This is an optimization exercise on Yosys and OpenROAD, whose aim is small area, a short achievable clock period and few clock cycles, not a production implementation. The RTL was checked by simulation tests, not by an equivalence proof against the original design. Power and IR drop assume default switching activity.

File: flow/config.mk
export PLATFORM = sky130hd
export DESIGN_NAME = riw16_core
export DESIGN_NICKNAME = riw16_core
export VERILOG_FILES = /design/flow/design.v
export SDC_FILE = /design/flow/constraint.sdc
export NUM_CORES = 4
export LEC_CHECK = 0
export ABC_CLOCK_PERIOD_IN_PS = 4500
export CAP_MARGIN = 20
export CORE_MARGIN = 2
export CORE_UTILIZATION = 40
export SETUP_SLACK_MARGIN = 3.0
export SLEW_MARGIN = 20
File: flow/constraint.sdc
create_clock -name core_clock -period 8.0 [get_ports {clk}]
set_input_delay 1.6000 -clock core_clock [delete_from_list [all_inputs] [get_ports {clk}]]
set_output_delay 1.6000 -clock core_clock [all_outputs]
set_load 0.01 [all_outputs]
File: flow/design.v
module riw16_core (
    input  wire        clk,
    input  wire        rst,           
    output reg         mem_req,
    output reg         mem_we,
    output reg  [15:0] mem_addr,
    output reg  [15:0] mem_wdata,
    input  wire        mem_ready,
    input  wire [15:0] mem_rdata,
    input  wire        st_attached,
    input  wire        st_openable,
    input  wire        st_too_big,
    output reg         out_valid,
    output reg  [7:0]  out_byte,
    output reg         halted,
    output reg  [7:0]  status
);
    localparam OP_LOCT   = 4'h0;
    localparam OP_UOCT   = 4'h1;
    localparam OP_LOAD   = 4'h2;
    localparam OP_STORE  = 4'h3;
    localparam OP_ADD    = 4'h4;
    localparam OP_SUB    = 4'h5;
    localparam OP_AND    = 4'h6;
    localparam OP_OR     = 4'h7;
    localparam OP_XOR    = 4'h8;
    localparam OP_NOR    = 4'h9;
    localparam OP_SHIFT  = 4'hA;
    localparam OP_CMPA   = 4'hB;
    localparam OP_CMPS   = 4'hC;
    localparam OP_BRANCH = 4'hD;
    reg [15:0] pc;         
    reg [15:0] ir;         
    reg        iv;
    reg        m;          
    reg [15:0] ea;         
    reg [3:0]  wa;         
    reg        is_st;      
    reg        hz;         
    reg [3:0]  rbs;        
    reg [3:0]  rcs;        
    reg        st255;      
    reg        st5;        
    wire [3:0] op   = ir[15:12];
    wire [3:0] fa   = ir[11:8];
    wire [3:0] fc   = ir[3:0];
    wire [7:0] imm8 = ir[7:0];
    reg  [14:0] we_hi, we_md, we_lo;
    reg  [15:0] wd;
    wire [15:0] xv [0:15];
    assign xv[15] = pc;
    genvar g;
    generate
        for (g = 0; g < 15; g = g + 1) begin : R
            reg [15:0] q;
            always @(posedge clk) begin
                if (we_hi[g]) q[15:8] <= wd[15:8];
                if (we_md[g]) q[7:4]  <= wd[7:4];
                if (we_lo[g]) q[3:0]  <= wd[3:0];
            end
            assign xv[g] = q;
        end
    endgenerate
    wire [15:0] rb = xv[rbs];
    wire [15:0] rc = xv[rcs];
    wire        sub  = (op == OP_SUB) || (op == OP_CMPS);
    wire [16:0] s    = {1'b0, rb} + {1'b0, rc ^ {16{sub}}} + {16'd0, sub};
    wire [15:0] r    = s[15:0];
    wire [15:0] shin = rc[15] ? rb : {rb[0], rb[1], rb[2], rb[3], rb[4], rb[5], rb[6], rb[7],
                                      rb[8], rb[9], rb[10], rb[11], rb[12], rb[13], rb[14], rb[15]};
    wire [15:0] shl  = shin << rc[3:0];
    wire [15:0] shv  = rc[15] ? shl : {shl[0], shl[1], shl[2], shl[3], shl[4], shl[5], shl[6], shl[7],
                                       shl[8], shl[9], shl[10], shl[11], shl[12], shl[13], shl[14], shl[15]};
    wire cy_add = s[16];
    wire cy_sub = s[16] ? (rc != 16'd0) : (rc[15] && (rb < {rc[14:0], 1'b0}));
    wire [3:0] fl = { sub ? cy_sub : cy_add,
                      (rb[15] == rc[15]) && (r[15] != rb[15]),
                      r[15],
                      r == 16'd0 };
    reg [15:0] alu;
    always @(*) begin
        case (op)
            OP_ADD, OP_SUB:  alu = r;
            OP_AND:          alu = rb & rc;
            OP_XOR:          alu = rb ^ rc;
            OP_SHIFT:        alu = shv;
            OP_OR, OP_NOR:   alu = rb | rc;
            default:         alu = {r[15:4], fl};    
        endcase
    end
    wire [15:0] ex_val = { (op == OP_UOCT) ? imm8 : alu[15:8],
                           (op == OP_LOCT) ? imm8 : alu[7:0] };
    wire wr_hi = (op == OP_UOCT) || (op >= OP_ADD && op <= OP_SHIFT);
    wire wr_md = (op == OP_LOCT) || (op >= OP_ADD && op <= OP_SHIFT);
    wire wr_lo = (op == OP_LOCT) || (op >= OP_ADD && op <= OP_CMPS);
    wire is_ldst  = (op == OP_LOAD) || (op == OP_STORE);
    wire taken    = (op == OP_BRANCH) && ((rb[3:0] & fc) == fc);
    wire exec     = iv && !m;
    wire wr15_any = (fa == 4'd15) && (wr_lo || wr_hi);
    wire p_out  = (ea == 16'hFFFF);
    wire p_halt = (ea == 16'hFFFD);
    wire p_stor = (ea >= 16'hFFFA) && (ea <= 16'hFFFC);
    wire chr_pass = (rb >= 16'd32 && rb <= 16'd126) || (rb == 16'd10);
    wire chr_del  = (rb == 16'd127);
    reg [15:0] pc_n, ir_n, ea_n;
    reg        iv_n, m_n, is_st_n, hz_n;
    reg [3:0]  wa_n;
    reg        halt_n, st255_n, st5_n, ov_n;
    reg [7:0]  ob_n;
    always @(*) begin
        mem_req   = !halted;
        mem_we    = m && is_st;
        mem_wdata = rb;
        mem_addr  = m ? ea : (exec && taken) ? rc : pc;
        pc_n = pc; ir_n = ir; iv_n = iv; m_n = m; ea_n = ea; wa_n = wa;
        is_st_n = is_st; hz_n = hz;
        halt_n = halted; st255_n = st255; st5_n = st5;
        ov_n = 1'b0; ob_n = out_byte;
        we_hi = 15'd0; we_md = 15'd0; we_lo = 15'd0;
        wd = m ? mem_rdata : ex_val;
        if (halted) begin
        end else if (m) begin
            if (mem_ready) begin
                m_n = 1'b0;
                if (!is_st) begin
                    if (wa == 4'd15) begin
                        pc_n = mem_rdata;
                        iv_n = 1'b0;
                    end else begin
                        we_hi[wa] = 1'b1; we_md[wa] = 1'b1; we_lo[wa] = 1'b1;
                    end
                end else if (hz && iv) begin
                    ir_n = rb;
                end
                if (p_halt) begin
                    halt_n = 1'b1; st255_n = 1'b1;
                end else if (p_stor) begin
                    if (!st_attached) begin
                        ov_n = 1'b1; ob_n = 8'h07;
                    end else if (!st_openable) begin
                        halt_n = 1'b1;
                    end else if (st_too_big) begin
                        halt_n = 1'b1; st5_n = 1'b1;
                    end
                end else if (is_st && p_out) begin
                    if (chr_pass) begin
                        ov_n = 1'b1; ob_n = rb[7:0];
                    end else if (chr_del) begin
                        ov_n = 1'b1; ob_n = 8'h08;
                    end
                end
            end
        end else if (!iv) begin
            if (mem_ready) begin
                ir_n = mem_rdata; iv_n = 1'b1; pc_n = pc + 16'd1;
            end
        end else begin
            if (fa != 4'd15) begin
                we_hi[fa] = wr_hi; we_md[fa] = wr_md; we_lo[fa] = wr_lo;
            end
            if (is_ldst) begin
                m_n = 1'b1; ea_n = r; wa_n = fa; is_st_n = (op == OP_STORE);
                hz_n = (r == pc);
                if (mem_ready && !(op == OP_STORE && fa == 4'd15)) begin
                    ir_n = mem_rdata; iv_n = 1'b1; pc_n = pc + 16'd1;
                end else begin
                    iv_n = 1'b0;
                end
            end else if (wr15_any) begin
                pc_n = { wr_hi ? ex_val[15:8] : pc[15:8],
                         wr_md ? ex_val[7:4]  : pc[7:4],
                         wr_lo ? ex_val[3:0]  : pc[3:0] };
                iv_n = 1'b0;
            end else if (mem_ready) begin
                ir_n = mem_rdata; iv_n = 1'b1; pc_n = mem_addr + 16'd1;
            end else begin
                iv_n = 1'b0; pc_n = mem_addr;
            end
        end
        if (rst) begin
            we_hi = {15{1'b1}}; we_md = {15{1'b1}}; we_lo = {15{1'b1}};
            wd = 16'd0;
        end
    end
    always @(*) begin
        status = st255 ? 8'd255 : halted ? (st5 ? 8'd5 : 8'd4) : 8'd0;
    end
    wire [3:0] nop = ir_n[15:12];
    always @(posedge clk) begin
        if (rst) begin
            pc <= 16'd0; iv <= 1'b0; m <= 1'b0;
            halted <= 1'b0; st255 <= 1'b0; st5 <= 1'b0;
            out_valid <= 1'b0; out_byte <= 8'h00;
        end else begin
            pc <= pc_n; iv <= iv_n; m <= m_n;
            halted <= halt_n; st255 <= st255_n; st5 <= st5_n;
            out_valid <= ov_n; out_byte <= ob_n;
        end
        ir <= ir_n; ea <= ea_n; wa <= wa_n; is_st <= is_st_n; hz <= hz_n;
        rbs <= m_n ? wa_n : ir_n[7:4];
        rcs <= (nop == OP_BRANCH) ? ir_n[11:8] : ir_n[3:0];
    end
endmodule
File: flow/run.sh
#!/bin/bash
# synth_recipe.tcl (not shown) runs the flow's synth.tcl, then flattens the netlist and writes it again
# the make line also repeats each setting of config.mk as NAME=value (left out here)
make -C /OpenROAD-flow-scripts/flow DESIGN_CONFIG=/design/flow/config.mk WORK_HOME=/design/flow/orfs CLKGATE_MAP_FILE= SYNTH_SCRIPT=/design/flow/synth_recipe.tcl finish
==> results of run 1 <==
[what timing repair did]
action	4_1_cts	5_1_grt
resized for setup	390	116
gates cloned	14	0
endpoints found under the setup margin	298	270
buffers inserted	184	41
pin swaps	77	41
[registers in the layout (all words and copies together), names as in the netlist]
register   flops
pc            16
st5            1
m              1
halted         1
wa             4
st255          1
iv             1
rcs            4
rbs            4
hz             1
out_valid      1
R.q          240
out_byte       8
is_st          1
ir            16
ea            16
[layout by cell type, fill, tap and decap left out, types with 44 or more instances in the layout]
master | Yosys | routed
sky130_fd_sc_hd__xnor2_1 | 54 | 48
sky130_fd_sc_hd__mux2i_1 | 52 | 44
sky130_fd_sc_hd__a22oi_1 | 55 | 48
sky130_fd_sc_hd__buf_6 | 10 | 82
sky130_fd_sc_hd__dfxtp_1 | 58 | 48
sky130_fd_sc_hd__ha_1 | 69 | 62
sky130_fd_sc_hd__nand2_1 | 177 | 170
sky130_fd_sc_hd__mux2_2 | 48 | 47
sky130_fd_sc_hd__nand3_1 | 105 | 104
sky130_fd_sc_hd__nor2_1 | 181 | 167
sky130_fd_sc_hd__inv_1 | 84 | 73
sky130_fd_sc_hd__a21oi_1 | 195 | 183
sky130_fd_sc_hd__buf_4 | 20 | 232
sky130_fd_sc_hd__edfxtp_1 | 258 | 258
sky130_fd_sc_hd__clkdlybuf4s50_1 | 0 | 49
sky130_fd_sc_hd__o21ai_0 | 144 | 113
[worst max path at each step]
stage                         startpoint              endpoint  slack [ns]
after CTS                 rcs[2]$_DFF_P_   R[3].q[0]$_DFFE_PP_        2.67
after global placement    rcs[2]$_DFF_P_  R[13].q[0]$_DFFE_PP_        1.22
after floorplan           rcs[0]$_DFF_P_   R[0].q[0]$_DFFE_PP_        2.78
final                     rbs[1]$_DFF_P_   R[2].q[0]$_DFFE_PP_        2.52
after global routing      rcs[1]$_DFF_P_   R[2].q[0]$_DFFE_PP_        2.47
after detailed placement  rcs[1]$_DFF_P_  R[3].q[11]$_DFFE_PP_        1.03
[tightest hold or removal path: cells and delay by family (launching register included)]
| kind | cells | cell delay [ns] |
|---|---|---|
| flip-flops | 1 | 0.32 |
| AND/OR/NAND/NOR | 1 | 0.05 |
| AO/OA/AOI/OAI | 1 | 0.05 |
[where the power goes]
group | internal [mW] | total (mW) | switching [mW]
Clock | 1.07 | 1.83 | 0.767
Sequential | 2.89 | 3.60 | 0.717
Combinational | 3.71 | 9.79 | 6.08
[per-layer routing]
layer / up-vias / track usage
met1: 12019 / 0.602
met2: 2203 / 0.599
met5: - / 0
li1: 9947 / -
met4: 6 / 0.223
met3: 464 / 0.146
[cell families (layout without fill, tap and decap cells)]
kind of cell / count (synthesis) / after routing / synth area share
muxes: 106 / 106 / 0.0531
and+or+nand+nor: 766 / 767 / 0.173
adders and majority gates: 70 / 70 / 0.0395
DFF: 316 / 316 / 0.398
buffers and inverters: 275 / 593 / 0.0556
AOI/OAI and AO/OA: 814 / 815 / 0.254
xor gates and xnor gates: 71 / 71 / 0.0278
[cell type report]
cell class	count	share of cell area
multi-input cells	1829	0.462
clock buffers	46	0.0354
well taps	748	0.0317
repair inverters	1	0.000170
inverters	92	0.0129
repair buffers	431	0.146
flip-flops and latches	316	0.303
clock inverters	23	0.00844
[through the flow]
stage | cell area [um^2] | worst slack, ns | utilization | hold WS (ns) | power [mW]
5_1_grt | 29500 | 2.47 | 0.534 | 0.483 | 15.5
3_5_place_dp | 24200 | 1.03 | 0.439 | 0.455 | 10.8
2_1_floorplan | 22600 | 2.78 | - | 0.438 | 7.51
4_1_cts | 28700 | 2.67 | 0.519 | 0.463 | 14.1
6_report | 29500 | 2.52 | 0.534 | 0.462 | 15.2
3_3_place_gp | 24200 | 1.22 | 0.439 | 0.448 | 10.8
==> impl_table.tex, run 1 <==
\begin{tabular}{lr}
\hline
Metric & Value \\
\hline
\multicolumn{2}{l}{\textbf{Job}} \\
\quad Maximum Capacitance Violations & 0 \\
\multicolumn{2}{l}{\textbf{Setup path}} \\
\quad Ordered cell list for the critical path & buf\_6 -> buf\_6 -> clkinvlp\_4 -> a311o\_1 -> a22oi\_2 -> buf\_6 -> a21oi\_4 -> buf\_12 -> mux2i\_4 -> fa\_2 -> nor2b\_1 -> o21a\_1 -> o21ai\_2 -> nand2\_2 -> a221o\_1 -> a2111o\_1 -> and3\_4 -> or4\_4 -> nor4\_4 -> a41oi\_4 -> a211oi\_4 -> buf\_4 -> buf\_8 \\
\quad Most Frequent Cell on Critical Path & sky130\_fd\_sc\_hd\_\_buf\_6 \\
\quad Cell type group with the largest total delay on the critical path & compound AO/OA/AOI/OAI gates \\
\quad Register-to-Register Path Depth & 23 \\
\quad Signal arrival time at the worst endpoint & 5.91 ns \\
\quad Longest individual stage delay on the worst path & $\sim$0.53 ns \\
\quad Launch point of the worst reg-to-reg path & rbs[1]\$\_DFF\_P\_ \\
\quad Largest driver fanout on the critical path & 8 \\
\quad Crit path required time & 8.43 ns \\
\quad RR Endpoint & R[2].q[0]\$\_DFFE\_PP\_ \\
\quad Flop-to-flop setup slack & between 2 and 3 ns \\
\quad Worst Path Buf+Inv & 7 \\
\quad Classification of the worst setup path & register to register \\
\quad Total stage count of the critical path & 23 \\
\quad Type of element launching the critical path & register \\
\quad Type of element capturing the critical path & register \\
\quad Crit-path slowest cell & sky130\_fd\_sc\_hd\_\_or4\_4 \\
\multicolumn{2}{l}{\textbf{Min path}} \\
\quad Kind of path behind the tightest hold check & register to register \\
\quad Terminating pin of the worst hold path & out\_byte[4]\$\_SDFFE\_PP0P\_ \\
\quad Worst hold path depth & 2 \\
\quad Worst hold start & out\_byte[4]\$\_SDFFE\_PP0P\_ \\
\multicolumn{2}{l}{\textbf{Pwr}} \\
\quad Pleak & 11.0 nW \\
\quad Highest ir drop seen on vdd & 254 uV \\
\quad Power density cells & 516 nW/um\^{}2 \\
\multicolumn{2}{l}{\textbf{Drt}} \\
\quad Total length of routed wires & between 100 and 150 mm \\
\quad Post-detailed-route count of antenna-violating nets & 0 \\
\quad WL per Instance & 37.0 um \\
\quad Total routed wire length on the met1 layer & between 50 and 60 mm \\
\quad Met2 WL & 50.8 mm \\
\quad Detailed-route via count & 24639 \\
\quad Highest Signal Layer & met5 \\
\quad Via density & slightly above 7 \\
\quad Drt drc & 0 \\
\quad Number of detailed-route iterations in the first pass & 9 \\
\quad Number of violations reported at the end of detailed-routing iteration 0 & roughly 3900 \\
\quad WL met3 & $\sim$19 mm \\
\multicolumn{2}{l}{\textbf{Synth}} \\
\quad Mean instance size in the synthesized netlist & 9.26 um\^{}2 \\
\quad Post-synth EDFFs & 258 \\
\quad Register area share after synthesis & 0.398 \\
\quad Biggest area contributors in the synthesized netlist & sky130\_fd\_sc\_hd\_\_edfxtp\_1 35\%, sky130\_fd\_sc\_hd\_\_dfxtp\_1 5.2\%, sky130\_fd\_sc\_hd\_\_a21oi\_1 4.4\% \\
\quad Number of distinct library cells after synthesis & roughly 110 \\
\quad Share of synthesized registers carrying an async set or reset & 0 \\
\quad Instance count of the mapped netlist & 2418 \\
\quad Most frequent cell after synthesis & sky130\_fd\_sc\_hd\_\_edfxtp\_1 \\
\quad Number of flip-flops and latches in the synthesized netlist & 316 \\
\quad Summed instance area of the synthesized netlist & 22400 um\^{}2 \\
\quad Number of warnings reported in the yosys synthesis log & 1 \\
\quad Most used flip-flop cell after synthesis & sky130\_fd\_sc\_hd\_\_edfxtp\_1 \\
\quad Area share of the leading cell type in the synthesized netlist & 0.346 \\
\quad Commonest cells in the synthesized netlist & 258 x sky130\_fd\_sc\_hd\_\_edfxtp\_1, 195 x sky130\_fd\_sc\_hd\_\_a21oi\_1, 181 x sky130\_fd\_sc\_hd\_\_nor2\_1 \\
\quad Post-synth top area cell & sky130\_fd\_sc\_hd\_\_edfxtp\_1 \\
\quad Mapped Nets & 2510 \\
\multicolumn{2}{l}{\textbf{Clocking}} \\
\quad Sinks on Clock Net & approximately 320 \\
\quad Number of buffers between clock root and the deepest sink & 3 \\
\quad Root cell of the clock tree & sky130\_fd\_sc\_hd\_\_clkbuf\_16 \\
\quad Clock insertion delay at the later pin of the skew report & $\sim$0.58 ns \\
\quad CTS Buf Count & 38 \\
\quad Clock-pin transition on the worst setup and hold timing paths & 0.06 ns \\
\quad H-tree depth reported by CTS & 2 \\
\quad TritonCTS clock tree & done \\
\quad Total of hold buffers inserted after clock tree synthesis & 0 \\
\multicolumn{2}{l}{\textbf{Floorplan}} \\
\quad Die boundary height & about 240 um \\
\quad Die W & 241 um \\
\quad I/O pins & 74 \\
\quad Die area & 57900 um\^{}2 \\
\quad Initial core utilization & 0.406 \\
\quad Num rows & 86 \\
\quad Floorplan Core Area & $\sim$55000 um\^{}2 \\
\multicolumn{2}{l}{\textbf{Timing}} \\
\quad Final critical path time including I/O delays and setup & 5.48 ns \\
\quad Slew @ Worst Pin & 1.22 ns \\
\quad Worst setup skew after layout & roughly 0.023 ns \\
\quad Fmax achieved & 183 MHz \\
\quad Final setup viols & 0 \\
\quad RSZ-0062 raised after global routing & yes \\
\quad Aggregate negative setup slack & 0 ns \\
\quad Headroom to the max-slew limit & 0.175 \\
\quad Post-route clock period utilization & 0.684 \\
\quad Max-slew violation count & 0 \\
\quad Number of hold-slack violations in the final timing report & 0 \\
\multicolumn{2}{l}{\textbf{GRT}} \\
\quad Vias in the first global route & $\sim$23000 \\
\quad GRT Total Usage & 0.435 \\
\quad Largest net degree at the start of global routing & $\sim$80 \\
\quad Number of antenna violations at the first check in global routing & 3 \\
\quad Global-route wire length before repair & between 150 and 200 mm \\
\quad Aggregate global routing overflow & 0 \\
\multicolumn{2}{l}{\textbf{Final layout}} \\
\quad Combined area of the multi-input logic cells & 13600 um\^{}2 \\
\quad Final Net Count & 2801 \\
\quad Fraction of layout cells with a size suffix above 1 & 0.278 \\
\quad Flip-flop and latch area & 8940 um\^{}2 \\
\quad Non-Filler Instances & 3486 \\
\quad Filler Cell Count & $\sim$5000 \\
\quad Area overhead of the layout relative to synthesis & 31.8\% \\
\quad Diode insertion count for antenna repair & 0 \\
\multicolumn{2}{l}{\textbf{Place}} \\
\quad HPWL after DPL & a little over 90 mm \\
\quad Buffers on Ports & 73 \\
\quad Routability congestion estimate from global placement & 1.10 \\
\quad Inst Count DP & 3177 \\
\multicolumn{2}{l}{\textbf{Outcome}} \\
\quad Result of the run & no timing/DRC/antenna violations \\
\hline
\end{tabular}
Testbench counts, summed over its fixed seeds: cycles 162,730.
==> run 2: changes to the inputs <==
--- a/flow/config.mk
+++ b/flow/config.mk
@@ -7,3 +7,2 @@
 export LEC_CHECK = 0
-export ABC_CLOCK_PERIOD_IN_PS = 4500
 export CAP_MARGIN = 20
@@ -11,3 +10,2 @@
 export CORE_UTILIZATION = 40
-export SETUP_SLACK_MARGIN = 3.0
 export SLEW_MARGIN = 20
==> run 2 against run 1 <==
  * Non-clock buffer count down 212
  * Total power fell by 11%
  * Synthesized area unchanged
  * Critical path depth fell by 12
  * Sequential share of layout area is 4.5 points higher
  * Via count shrank 5.4%
  * Worst setup slack worse by 1.6 ns
==> impl_table.tex, run 2 <==
\begin{tabular}{lr}
\hline
Metric & Value \\
\hline
\multicolumn{2}{l}{\textbf{Pwr}} \\
\quad Pleak & 9.25 nW (-16\%) \\
\quad Power density cells & 529 nW/um\^{}2 (+2.4\%) \\
\quad Total power after layout & 13.6 mW (-11\%) \\
\quad Highest ir drop seen on vdd & 270 uV (+6.4\%) \\
\multicolumn{2}{l}{\textbf{Synth}} \\
\quad Summed instance area of the synthesized netlist & 22400 um\^{}2 (unchanged) \\
\quad Area share of the leading cell type in the synthesized netlist & 0.346 (unchanged) \\
\quad Share of synthesized registers carrying an async set or reset & 0 (unchanged) \\
\quad Post-synth EDFFs & 258 (unchanged) \\
\quad Mean instance size in the synthesized netlist & 9.26 um\^{}2 (unchanged) \\
\quad Number of flip-flops and latches in the synthesized netlist & 316 (unchanged) \\
\quad Register area share after synthesis & 0.398 (unchanged) \\
\quad Most frequent cell after synthesis & sky130\_fd\_sc\_hd\_\_edfxtp\_1 \\
\quad Biggest area contributors in the synthesized netlist & sky130\_fd\_sc\_hd\_\_edfxtp\_1 35\%, sky130\_fd\_sc\_hd\_\_dfxtp\_1 5.2\%, sky130\_fd\_sc\_hd\_\_a21oi\_1 4.4\% \\
\quad Commonest cells in the synthesized netlist & 258 x sky130\_fd\_sc\_hd\_\_edfxtp\_1, 195 x sky130\_fd\_sc\_hd\_\_a21oi\_1, 181 x sky130\_fd\_sc\_hd\_\_nor2\_1 \\
\quad Instance count of the mapped netlist & 2418 (unchanged) \\
\quad Most used flip-flop cell after synthesis & sky130\_fd\_sc\_hd\_\_edfxtp\_1 \\
\quad Mapped Nets & 2510 (unchanged) \\
\quad Number of distinct library cells after synthesis & 114 (unchanged) \\
\quad Post-synth top area cell & sky130\_fd\_sc\_hd\_\_edfxtp\_1 \\
\quad Number of warnings reported in the yosys synthesis log & 1 (unchanged) \\
\multicolumn{2}{l}{\textbf{Clocking}} \\
\quad Number of gates resized after cts & 0 (-100\%) \\
\quad Post-CTS Setup Bufs & 0 (-100\%) \\
\quad Sinks on Clock Net & 316 (unchanged) \\
\quad CTS Buf Count & 37 (-2.6\%) \\
\quad Number of buffers between clock root and the deepest sink & 3 (unchanged) \\
\quad Root cell of the clock tree & sky130\_fd\_sc\_hd\_\_clkbuf\_16 \\
\quad TritonCTS clock tree & done \\
\quad Clock-pin transition on the worst setup and hold timing paths & 0.06 ns (about the same) \\
\quad Clock insertion delay at the later pin of the skew report & 0.59 ns (about the same) \\
\quad Total of hold buffers inserted after clock tree synthesis & 0 (unchanged) \\
\quad H-tree depth reported by CTS & 2 (unchanged) \\
\multicolumn{2}{l}{\textbf{Drt}} \\
\quad Number of violations reported at the end of detailed-routing iteration 0 & 3987 (+2.0\%) \\
\quad Detailed-route via count & 23300 (-5.4\%) \\
\quad WL per Instance & 38.2 um (+3.1\%) \\
\quad Total length of routed wires & 125 mm (-3.2\%) \\
\quad Number of detailed-route iterations in the first pass & 6 (-3) \\
\quad Post-detailed-route count of antenna-violating nets & 0 (unchanged) \\
\quad Drt drc & 0 (unchanged) \\
\quad Via density & 7.12 (+0.75\%) \\
\multicolumn{2}{l}{\textbf{GRT}} \\
\quad Vias in the first global route & 21538 (-4.3\%) \\
\quad Number of antenna violations at the first check in global routing & 5 (+2) \\
\quad Aggregate global routing overflow & 0 (unchanged) \\
\quad Global-route wire length before repair & 171 mm (-2.9\%) \\
\quad GRT Total Usage & 0.426 (-0.00944) \\
\quad Largest net degree at the start of global routing & 88 (+8.6\%) \\
\multicolumn{2}{l}{\textbf{Setup path}} \\
\quad Worst setup path startpoint & rbs[3]\$\_DFF\_P\_ \\
\quad Largest driver fanout on the critical path & 26 (+18) \\
\quad Longest individual stage delay on the worst path & 0.74 ns (+0.21 ns) \\
\quad Crit-path slowest cell & sky130\_fd\_sc\_hd\_\_o22a\_1 \\
\quad Cell type group with the largest total delay on the critical path & compound AO/OA/AOI/OAI gates \\
\quad Launch point of the worst reg-to-reg path & rcs[2]\$\_DFF\_P\_ \\
\quad Crit path required time & 6.40 ns (-2.03 ns) \\
\quad Type of element launching the critical path & register \\
\quad Classification of the worst setup path & register to primary output \\
\quad Type of element capturing the critical path & primary output \\
\quad Ordered cell list for the critical path & buf\_4 -> and2\_1 -> a211oi\_1 -> nor3\_1 -> o22a\_1 -> inv\_1 -> a221oi\_4 -> nand2\_4 -> a31oi\_1 -> o21ai\_0 -> clkdlybuf4s50\_1 \\
\quad Signal arrival time at the worst endpoint & 5.49 ns (-0.42 ns) \\
\quad Worst Path Buf+Inv & 3 (-4) \\
\multicolumn{2}{l}{\textbf{Timing}} \\
\quad Fmax achieved & 141 MHz (-23\%) \\
\quad Max-slew violation count & 0 (unchanged) \\
\quad Final setup viols & 0 (unchanged) \\
\quad Headroom to the max-slew limit & 0.151 (-0.0237) \\
\quad Worst setup skew after layout & 0.0307 ns (+0.00815 ns) \\
\quad Post-route clock period utilization & 0.886 (+0.202) \\
\quad Slew @ Worst Pin & 1.27 ns (+0.0459 ns) \\
\quad Number of hold-slack violations in the final timing report & 0 (unchanged) \\
\quad Final critical path time including I/O delays and setup & 7.09 ns (+1.62 ns) \\
\quad RSZ-0062 raised after global routing & no \\
\quad Aggregate negative setup slack & 0 ns (unchanged) \\
\multicolumn{2}{l}{\textbf{Final layout}} \\
\quad Most frequent cells in the layout & 258 x sky130\_fd\_sc\_hd\_\_edfxtp\_1, 195 x sky130\_fd\_sc\_hd\_\_a21oi\_1, 179 x sky130\_fd\_sc\_hd\_\_nor2\_1, 177 x sky130\_fd\_sc\_hd\_\_nand2\_1, 145 x sky130\_fd\_sc\_hd\_\_buf\_4 \\
\quad Area overhead of the layout relative to synthesis & 14.5\% \\
\quad Fraction of layout cells with a size suffix above 1 & 0.138 (-0.141) \\
\quad Register with the highest flop count & R.q \\
\quad Most common cell after layout, fill and taps aside & sky130\_fd\_sc\_hd\_\_edfxtp\_1 \\
\quad Final core utilization & 0.464 (-0.0702) \\
\quad Non-Filler Instances & 3272 (-6.1\%) \\
\quad Final Net Count & 2585 (-7.7\%) \\
\quad Largest register FFs & 240 (unchanged) \\
\multicolumn{2}{l}{\textbf{Job}} \\
\quad Maximum Capacitance Violations & 0 (unchanged) \\
\multicolumn{2}{l}{\textbf{Place}} \\
\quad Routability congestion estimate from global placement & 1.10 (+0.25\%) \\
\quad HPWL after DPL & 94.4 mm (+4.2\%) \\
\quad Buffers on Ports & 73 (unchanged) \\
\quad Inst Count DP & 3202 (+0.79\%) \\
\multicolumn{2}{l}{\textbf{Floorplan}} \\
\quad Initial core utilization & 0.406 (unchanged) \\
\quad Num rows & 86 (unchanged) \\
\quad Floorplan Core Area & 55200 um\^{}2 (unchanged) \\
\quad Die area & 57900 um\^{}2 (unchanged) \\
\quad I/O pins & 74 (unchanged) \\
\quad Die W & 241 um (unchanged) \\
\quad Die boundary height & 241 um (unchanged) \\
\multicolumn{2}{l}{\textbf{Min path}} \\
\quad Worst hold start & out\_byte[6]\$\_SDFFE\_PP0P\_ \\
\quad Kind of path behind the tightest hold check & register to register \\
\multicolumn{2}{l}{\textbf{Outcome}} \\
\quad Result of the run & no timing/DRC/antenna violations \\
\hline
\end{tabular}
[run 2: changes by cell type in the layout (fill, tap and decap cells not counted), sizes merged, moves of 5 or more]
cell / delta
inv: +8
dlygate4sd2: -5
bufbuf: -8
clkdlybuf4s50: +23
buf: -219
[run 2: logic make-up (layout without fill, tap and decap cells)]
logic type,count (synthesis),in the layout,share of synthesized area
fa+ha+maj,70,70,0.0395
buf+inv,275,378,0.0556
mux,106,106,0.0531
flops,316,316,0.398
other cells,0,3,0
compound gates,814,814,0.254
xor+xnor,71,71,0.0278
simple gates,766,766,0.173
[run 2: worst paths after layout]
path	slack (ns)	depth (start not counted)	to
max	0.91	11	mem_addr[7]
min	0.46	2	out_byte[6]$_SDFFE_PP0P_
max reg2reg	1.20	19	R[4].q[10]$_DFFE_PP_
min reg2reg	0.46	2	out_byte[6]$_SDFFE_PP0P_
[run 2: power breakdown]
part,switching (mW),leakage (nW),internal (mW)
clock network,0.758,0.583,0.990
registers,0.725,3.10,2.88
logic,5.64,5.57,2.56
total,7.12,9.25,6.43
[run 2: stage by stage]
step                      hold slack (ns)  setup slack (ns)  instance area, um^2
after floorplan                     0.438              2.00                22400
after global placement              0.444              1.50                24400
after detailed placement            0.449              1.68                24400
after CTS                           0.457              1.18                25600
after global routing                0.479             0.859                25600
final                               0.456             0.909                25600
[run 2: cell type report]
cell class	instances	area [um^2]
Fill cell	5294	29600
Multi-Input combinational cell	1827	12400
Sequential cell	316	8920
Timing Repair Buffer	219	1830
Clock buffer	44	982
Tap cell	748	936
Inverter	92	348
Clock inverter	23	239
Antenna cell	3	7.51
[run 2: worst reg2reg max path: cells and delay by family (launching register included)]
family | cells | cell delay, ns
AOI/OAI and AO/OA | 10 | 2.99
muxes | 1 | 0.35
adders and majority gates | 1 | 0.28
DFF | 1 | 0.65
buffers and inverters | 1 | 0.36
and+or+nand+nor | 6 | 1.80
[run 2: layer usage]
metal  GRT usage  vias up  routed length [um]
li1            -     9471                   -
met1       0.552    11279               47300
met2       0.599     2030               50300
met3       0.139      518               16800
met4       0.290        2               10400
met5      0.0168        -                 134
==> run 3: changes to the inputs <==
--- a/flow/design.v
+++ b/flow/design.v
@@ -38,5 +38,4 @@
     reg        is_st;      
-    reg        hz;         
-    reg [3:0]  rbs;        
-    reg [3:0]  rcs;        
+    reg [15:0] rbs;        
+    reg [15:0] rcs;        
     reg        st255;      
@@ -63,6 +62,15 @@
     endgenerate
-    wire [15:0] rb = xv[rbs];
-    wire [15:0] rc = xv[rcs];
+    reg  [15:0] rb, rc;
+    integer k;
+    always @(*) begin
+        rb = 16'd0;
+        rc = 16'd0;
+        for (k = 0; k < 16; k = k + 1) begin
+            rb = rb | (xv[k] & {16{rbs[k]}});
+            rc = rc | (xv[k] & {16{rcs[k]}});
+        end
+    end
     wire        sub  = (op == OP_SUB) || (op == OP_CMPS);
-    wire [16:0] s    = {1'b0, rb} + {1'b0, rc ^ {16{sub}}} + {16'd0, sub};
+    wire [17:0] s2   = {1'b0, rb, 1'b1} + {1'b0, rc ^ {16{sub}}, sub};
+    wire [16:0] s    = s2[17:1];
     wire [15:0] r    = s[15:0];
@@ -73,2 +81,5 @@
                                        shl[8], shl[9], shl[10], shl[11], shl[12], shl[13], shl[14], shl[15]};
+    wire [15:0] bx = rb ^ rc;
+    wire [15:0] bo = rb | rc;
+    wire z = sub ? (bx == 16'd0) : (bx == {bo[14:0], 1'b0});
     wire cy_add = s[16];
@@ -78,3 +89,3 @@
                       r[15],
-                      r == 16'd0 };
+                      z };
     reg [15:0] alu;
@@ -101,7 +112,10 @@
     wire p_halt = (ea == 16'hFFFD);
-    wire p_stor = (ea >= 16'hFFFA) && (ea <= 16'hFFFC);
-    wire chr_pass = (rb >= 16'd32 && rb <= 16'd126) || (rb == 16'd10);
-    wire chr_del  = (rb == 16'd127);
+    wire p_stor = (ea[15:3] == 13'h1FFF) && (ea[2:0] == 3'd2 || ea[2:0] == 3'd3 || ea[2:0] == 3'd4);
+    wire lo7    = (rb[15:7] == 9'd0);
+    wire chr_del  = lo7 && (rb[6:0] == 7'h7F);
+    wire chr_pass = lo7 && (((rb[6] || rb[5]) && !chr_del) || (rb[6:0] == 7'd10));
     reg [15:0] pc_n, ir_n, ea_n;
-    reg        iv_n, m_n, is_st_n, hz_n;
+    reg        iv_n, m_n, is_st_n;
+    reg [15:0] fbase;
+    wire [15:0] pc_inc = (m ? pc : fbase) + 16'd1;
     reg [3:0]  wa_n;
@@ -113,5 +127,6 @@
         mem_wdata = rb;
-        mem_addr  = m ? ea : (exec && taken) ? rc : pc;
+        fbase     = (exec && taken) ? rc : pc;
+        mem_addr  = m ? ea : fbase;
         pc_n = pc; ir_n = ir; iv_n = iv; m_n = m; ea_n = ea; wa_n = wa;
-        is_st_n = is_st; hz_n = hz;
+        is_st_n = is_st;
         halt_n = halted; st255_n = st255; st5_n = st5;
@@ -124,2 +139,4 @@
                 m_n = 1'b0;
+                if (iv)
+                    pc_n = pc_inc;       
                 if (!is_st) begin
@@ -131,3 +148,3 @@
                     end
-                end else if (hz && iv) begin
+                end else if (iv && ea == pc) begin
                     ir_n = rb;
@@ -154,3 +171,3 @@
             if (mem_ready) begin
-                ir_n = mem_rdata; iv_n = 1'b1; pc_n = pc + 16'd1;
+                ir_n = mem_rdata; iv_n = 1'b1; pc_n = pc_inc;
             end
@@ -162,5 +179,4 @@
                 m_n = 1'b1; ea_n = r; wa_n = fa; is_st_n = (op == OP_STORE);
-                hz_n = (r == pc);
-                if (mem_ready && !(op == OP_STORE && fa == 4'd15)) begin
-                    ir_n = mem_rdata; iv_n = 1'b1; pc_n = pc + 16'd1;
+                if (mem_ready) begin
+                    ir_n = mem_rdata; iv_n = 1'b1;
                 end else begin
@@ -174,5 +190,5 @@
             end else if (mem_ready) begin
-                ir_n = mem_rdata; iv_n = 1'b1; pc_n = mem_addr + 16'd1;
+                ir_n = mem_rdata; iv_n = 1'b1; pc_n = pc_inc;
             end else begin
-                iv_n = 1'b0; pc_n = mem_addr;
+                iv_n = 1'b0; pc_n = fbase;
             end
@@ -198,5 +214,5 @@
         end
-        ir <= ir_n; ea <= ea_n; wa <= wa_n; is_st <= is_st_n; hz <= hz_n;
-        rbs <= m_n ? wa_n : ir_n[7:4];
-        rcs <= (nop == OP_BRANCH) ? ir_n[11:8] : ir_n[3:0];
+        ir <= ir_n; ea <= ea_n; wa <= wa_n; is_st <= is_st_n;
+        rbs <= 16'd1 << (m_n ? wa_n : ir_n[7:4]);
+        rcs <= 16'd1 << ((nop == OP_BRANCH) ? ir_n[11:8] : ir_n[3:0]);
     end
--- a/flow/config.mk
+++ b/flow/config.mk
@@ -10,2 +10,3 @@
 export CORE_UTILIZATION = 40
+export SETUP_SLACK_MARGIN = 3.0
 export SLEW_MARGIN = 20
==> run 3 against run 2 <==
  * Global-route usage fell by 6.4 points
  * Utilization rose by 1.1 points
  * Critical path depth fell by 1
  * Clock skew rose by 0.011 ns
  * Combinational power fell by 21%
  * Largest cell class unchanged
==> impl_table.tex, run 3 <==
\begin{tabular}{lr}
\hline
Metric & Value \\
\hline
\multicolumn{2}{l}{\textbf{Synth}} \\
\quad Share of synthesized registers carrying an async set or reset & 0 (unchanged) \\
\quad Biggest area contributors in the synthesized netlist & sky130\_fd\_sc\_hd\_\_edfxtp\_1 36\%, sky130\_fd\_sc\_hd\_\_dfxtp\_1 7.6\%, sky130\_fd\_sc\_hd\_\_ha\_1 4.1\% \\
\quad Register area share after synthesis & 0.436 (+0.0378) \\
\quad Area share of the leading cell type in the synthesized netlist & 0.359 (+0.0132) \\
\quad Post-synth EDFFs & 257 (-0.39\%) \\
\quad Dominant combinational cell family by area after synthesis & compound AO/OA/AOI/OAI gates \\
\quad Simple-gate area share of the yosys netlist & 0.139 (-0.0332) \\
\quad Mapped Nets & 2347 (-6.5\%) \\
\quad Commonest cells in the synthesized netlist & 257 x sky130\_fd\_sc\_hd\_\_edfxtp\_1, 194 x sky130\_fd\_sc\_hd\_\_nor2\_1, 157 x sky130\_fd\_sc\_hd\_\_nand2\_1 \\
\quad Number of flip-flops and latches in the synthesized netlist & 339 (+7.3\%) \\
\quad Most frequent cell after synthesis & sky130\_fd\_sc\_hd\_\_edfxtp\_1 \\
\quad Number of warnings reported in the yosys synthesis log & 1 (unchanged) \\
\quad Post-Synth Adder-Cell Area & 0.0408 (+0.00132) \\
\quad Most used flip-flop cell after synthesis & sky130\_fd\_sc\_hd\_\_edfxtp\_1 \\
\quad Post-synth top area cell & sky130\_fd\_sc\_hd\_\_edfxtp\_1 \\
\quad Synth Area in Compound Gates & 0.268 (+0.0147) \\
\quad Mean instance size in the synthesized netlist & 9.53 um\^{}2 (+2.9\%) \\
\quad Summed instance area of the synthesized netlist & 21500 um\^{}2 (-4.1\%) \\
\quad Number of distinct library cells after synthesis & 79 (-31\%) \\
\quad Post-synthesis mux area share & 0.0270 (-0.0261) \\
\quad Xor-xnor portion of the synthesized cell area & 0.0338 (+0.00606) \\
\quad Instance count of the mapped netlist & 2255 (-6.7\%) \\
\multicolumn{2}{l}{\textbf{Final layout}} \\
\quad Most common cell after layout, fill and taps aside & sky130\_fd\_sc\_hd\_\_edfxtp\_1 \\
\quad Final core utilization & 0.475 (+0.0106) \\
\quad Register with the highest flop count & R.q \\
\quad Non-Filler Instances & 3016 (-7.8\%) \\
\quad Area overhead of the layout relative to synthesis & 16.9\% \\
\quad Most frequent cells in the layout & 257 x sky130\_fd\_sc\_hd\_\_edfxtp\_1, 184 x sky130\_fd\_sc\_hd\_\_nor2\_1, 156 x sky130\_fd\_sc\_hd\_\_nand2\_1, 143 x sky130\_fd\_sc\_hd\_\_a21oi\_1, 114 x sky130\_fd\_sc\_hd\_\_buf\_4 \\
\quad Final Net Count & 2391 (-7.5\%) \\
\quad Fraction of layout cells with a size suffix above 1 & 0.144 (+0.00675) \\
\quad Largest register FFs & 240 (unchanged) \\
\multicolumn{2}{l}{\textbf{Clocking}} \\
\quad CTS Buf Count & 37 (unchanged) \\
\quad H-tree depth reported by CTS & 2 (unchanged) \\
\quad Clock-pin transition on the worst setup and hold timing paths & 0.06 ns (about the same) \\
\quad Clock insertion delay at the later pin of the skew report & 0.59 ns (about the same) \\
\quad Total of hold buffers inserted after clock tree synthesis & 0 (unchanged) \\
\quad TritonCTS clock tree & done \\
\quad Number of buffers between clock root and the deepest sink & 3 (unchanged) \\
\quad Sinks on Clock Net & 339 (+7.3\%) \\
\quad Root cell of the clock tree & sky130\_fd\_sc\_hd\_\_clkbuf\_16 \\
\multicolumn{2}{l}{\textbf{Drt}} \\
\quad Drt drc & 0 (unchanged) \\
\quad Highest Signal Layer & met5 \\
\quad Post-detailed-route count of antenna-violating nets & 0 (unchanged) \\
\quad WL met3 & 11.6 mm (-31\%) \\
\quad Met2 WL & 44.4 mm (-12\%) \\
\quad Via density & 7.00 (-1.7\%) \\
\quad Number of detailed-route iterations in the first pass & 7 (+1) \\
\quad Total length of routed wires & 104 mm (-17\%) \\
\quad Number of violations reported at the end of detailed-routing iteration 0 & 3110 (-22\%) \\
\quad WL per Instance & 34.6 um (-9.5\%) \\
\quad Detailed-route via count & 21107 (-9.4\%) \\
\quad Total routed wire length on the met1 layer & 37.9 mm (-20\%) \\
\multicolumn{2}{l}{\textbf{Pwr}} \\
\quad Pleak & 9.34 nW (+1.0\%) \\
\quad Highest ir drop seen on vdd & 275 uV (+2.1\%) \\
\quad Total power after layout & 11.8 mW (-13\%) \\
\quad Power density cells & 470 nW/um\^{}2 (-11\%) \\
\multicolumn{2}{l}{\textbf{Timing}} \\
\quad Slew @ Worst Pin & 1.23 ns (-0.0451 ns) \\
\quad Final critical path time including I/O delays and setup & 5.14 ns (-1.95 ns) \\
\quad Headroom to the max-slew limit & 0.181 (+0.0301) \\
\quad RSZ-0062 raised after global routing & yes \\
\quad Max-slew violation count & 0 (unchanged) \\
\quad Number of hold-slack violations in the final timing report & 0 (unchanged) \\
\quad Post-route clock period utilization & 0.643 (-0.244) \\
\quad Final setup viols & 0 (unchanged) \\
\quad Worst setup skew after layout & 0.0417 ns (+0.0110 ns) \\
\quad Fmax achieved & 194 MHz (+38\%) \\
\quad Aggregate negative setup slack & 0 ns (unchanged) \\
\multicolumn{2}{l}{\textbf{Setup path}} \\
\quad Most Frequent Cell on Critical Path & sky130\_fd\_sc\_hd\_\_buf\_4 \\
\quad Flop-to-flop setup slack & 3.03 ns (+1.83 ns) \\
\quad Longest individual stage delay on the worst path & 0.60 ns (-0.14 ns) \\
\quad Largest driver fanout on the critical path & 7 (-73\%) \\
\quad RR Endpoint & R[0].q[12]\$\_DFFE\_PP\_ \\
\quad Type of element capturing the critical path & primary output \\
\quad Crit path required time & 6.40 ns (about the same) \\
\quad Classification of the worst setup path & register to primary output \\
\quad Type of element launching the critical path & register \\
\quad Register-to-Register Path Depth & 15 (-4) \\
\quad Signal arrival time at the worst endpoint & 3.54 ns (-1.95 ns) \\
\quad Crit-path slowest cell & sky130\_fd\_sc\_hd\_\_clkdlybuf4s50\_1 \\
\quad Launch point of the worst reg-to-reg path & pc[9]\$\_SDFFE\_PP0P\_ \\
\quad Ordered cell list for the critical path & a22o\_1 -> a221oi\_1 -> and4\_4 -> a222oi\_1 -> buf\_4 -> buf\_4 -> nand3\_1 -> o21ai\_2 -> o21ai\_0 -> clkdlybuf4s50\_1 \\
\multicolumn{2}{l}{\textbf{Outcome}} \\
\quad Result of the run & no timing/DRC/antenna violations \\
\multicolumn{2}{l}{\textbf{Floorplan}} \\
\quad Initial core utilization & 0.406 (+0.000756) \\
\quad Die W & 236 um (-2.0\%) \\
\quad I/O pins & 74 (unchanged) \\
\quad Floorplan Core Area & 52900 um\^{}2 (-4.2\%) \\
\quad Die area & 55600 um\^{}2 (-4.0\%) \\
\quad Die boundary height & 236 um (-2.0\%) \\
\quad Num rows & 84 (-2.3\%) \\
\multicolumn{2}{l}{\textbf{Place}} \\
\quad Inst Count DP & 2899 (-9.5\%) \\
\quad Buffers on Ports & 73 (unchanged) \\
\quad Routability congestion estimate from global placement & 1.04 (-5.3\%) \\
\quad HPWL after DPL & 75.0 mm (-21\%) \\
\multicolumn{2}{l}{\textbf{GRT}} \\
\quad Vias in the first global route & 19781 (-8.2\%) \\
\quad Largest net degree at the start of global routing & 92 (+4.5\%) \\
\quad Global-route wire length before repair & 145 mm (-15\%) \\
\quad Number of antenna violations at the first check in global routing & 6 (+1) \\
\quad GRT Total Usage & 0.362 (-0.0636) \\
\quad Aggregate global routing overflow & 0 (unchanged) \\
\multicolumn{2}{l}{\textbf{Min path}} \\
\quad Worst hold start & st5\$\_SDFFE\_PP0P\_ \\
\quad Worst hold path depth & 2 (unchanged) \\
\quad Terminating pin of the worst hold path & st5\$\_SDFFE\_PP0P\_ \\
\quad Kind of path behind the tightest hold check & register to register \\
\multicolumn{2}{l}{\textbf{Job}} \\
\quad Maximum Capacitance Violations & 0 (unchanged) \\
\hline
\end{tabular}
[run 3: what timing repair did]
item,4_1_cts,5_1_grt
setup buffers,27,18
cloned,1,3
gates resized for setup,87,75
setup endpoints to repair,273,186
pin swaps,9,15
[run 3: kinds of logic (layout without fill, tap and decap cells)]
group,Yosys count,in the layout
xor+xnor,83,83
simple gates,626,628
flops,339,339
other cells,0,1
buf+inv,271,341
fa+ha+maj,70,70
mux,55,55
compound gates,811,811
[run 3: worst max-delay path by stage]
stage                     cells after the start                    end           startpoint
after floorplan                              17    R[0].q[3]$_DFFE_PP_    rcs[1]$_SDFF_PP0_
after global placement                       16   R[2].q[14]$_DFFE_PP_    rcs[0]$_SDFF_PP0_
after detailed placement                     16  R[11].q[14]$_DFFE_PP_    rcs[3]$_SDFF_PP0_
after CTS                                     9           mem_addr[13]    rcs[1]$_SDFF_PP0_
after global routing                         11            mem_addr[6]    rbs[5]$_SDFF_PP0_
final                                        10            mem_addr[6]  R[8].q[0]$_DFFE_PP_
[run 3: final cells by class]
class                           count  area (um^2)
Tap cell                          688          861
Multi-Input combinational cell   1647        11400
Fill cell                        4936        27800
Clock buffer                       45          977
Sequential cell                   339         9400
Timing Repair Buffer              206         1900
Clock inverter                     22          305
Inverter                           68          283
Antenna cell                        1         2.50
[run 3: worst max-delay path, delay by kind of cell, from the launching register on]
kind / cells / cell delay (ns)
flip-flops: 1 / 0.48
AND/OR/NAND/NOR: 2 / 0.44
buffers and inverters: 3 / 0.97
AO/OA/AOI/OAI: 5 / 1.08
[run 3: per-stage QoR]
step | setup WS, ns | instance area [um^2] | hold slack (ns)
after floorplan | 3.19 | 21500 | 0.441
after global placement | 1.74 | 22800 | 0.453
after detailed placement | 1.53 | 22800 | 0.468
after CTS | 2.94 | 24600 | 0.480
after global routing | 2.82 | 25100 | 0.496
final | 2.86 | 25100 | 0.476
[run 3: per-layer routing]
metal	vias up	global-route usage
met5	-	0
met4	4	0.289
met3	517	0.0821
met2	1704	0.550
met1	10103	0.443
li1	8779	-
[run 3: report_power, final]
group | internal (mW) | switching (mW)
clock network | 1.08 | 0.759
registers | 2.91 | 0.589
logic | 2.20 | 4.25
total | 6.19 | 5.60
Testbench counts of run 3, summed over its fixed seeds: cycles 162,452.

## re-timing with driven ports
The results above use ideal ports. As a check the final layouts listed here were re-extracted and re-timed, cells and wires unchanged. Step 1: set_driving_cell puts a clkbuf_16 on clk and a buf_2 on each other input, an assumption about the parent block. Step 2 moves the port delays by t, midway between the first and last clock arrival at a register: inputs arrive t later, outputs are due t later. That takes back most of the time a late clock gives input paths. Three values: ideal ports, drivers, drivers and shift; two values: the first two.
run | shift t [ns] | slack for setup (ns) | worst setup path after step 2 | slew at the worst register clock pin (ns) | cell pins on the clock port's net
run 1 | 0.631 | 2.524 / 2.524 / 2.524 | register to register | 0.07 / 0.07 | 1
run 2 | 0.635 | 0.909 / 0.852 / 1.202 | register to register | 0.07 / 0.07 | 1
run 3 | 0.629 | 2.858 / 2.798 / 2.711 | input to register | 0.08 / 0.08 | 1
After both steps every run listed still meets setup and hold. For run 3, which loses most, drivers alone change the setup slack by -0.060 ns; drivers and shift together by -0.147 ns.
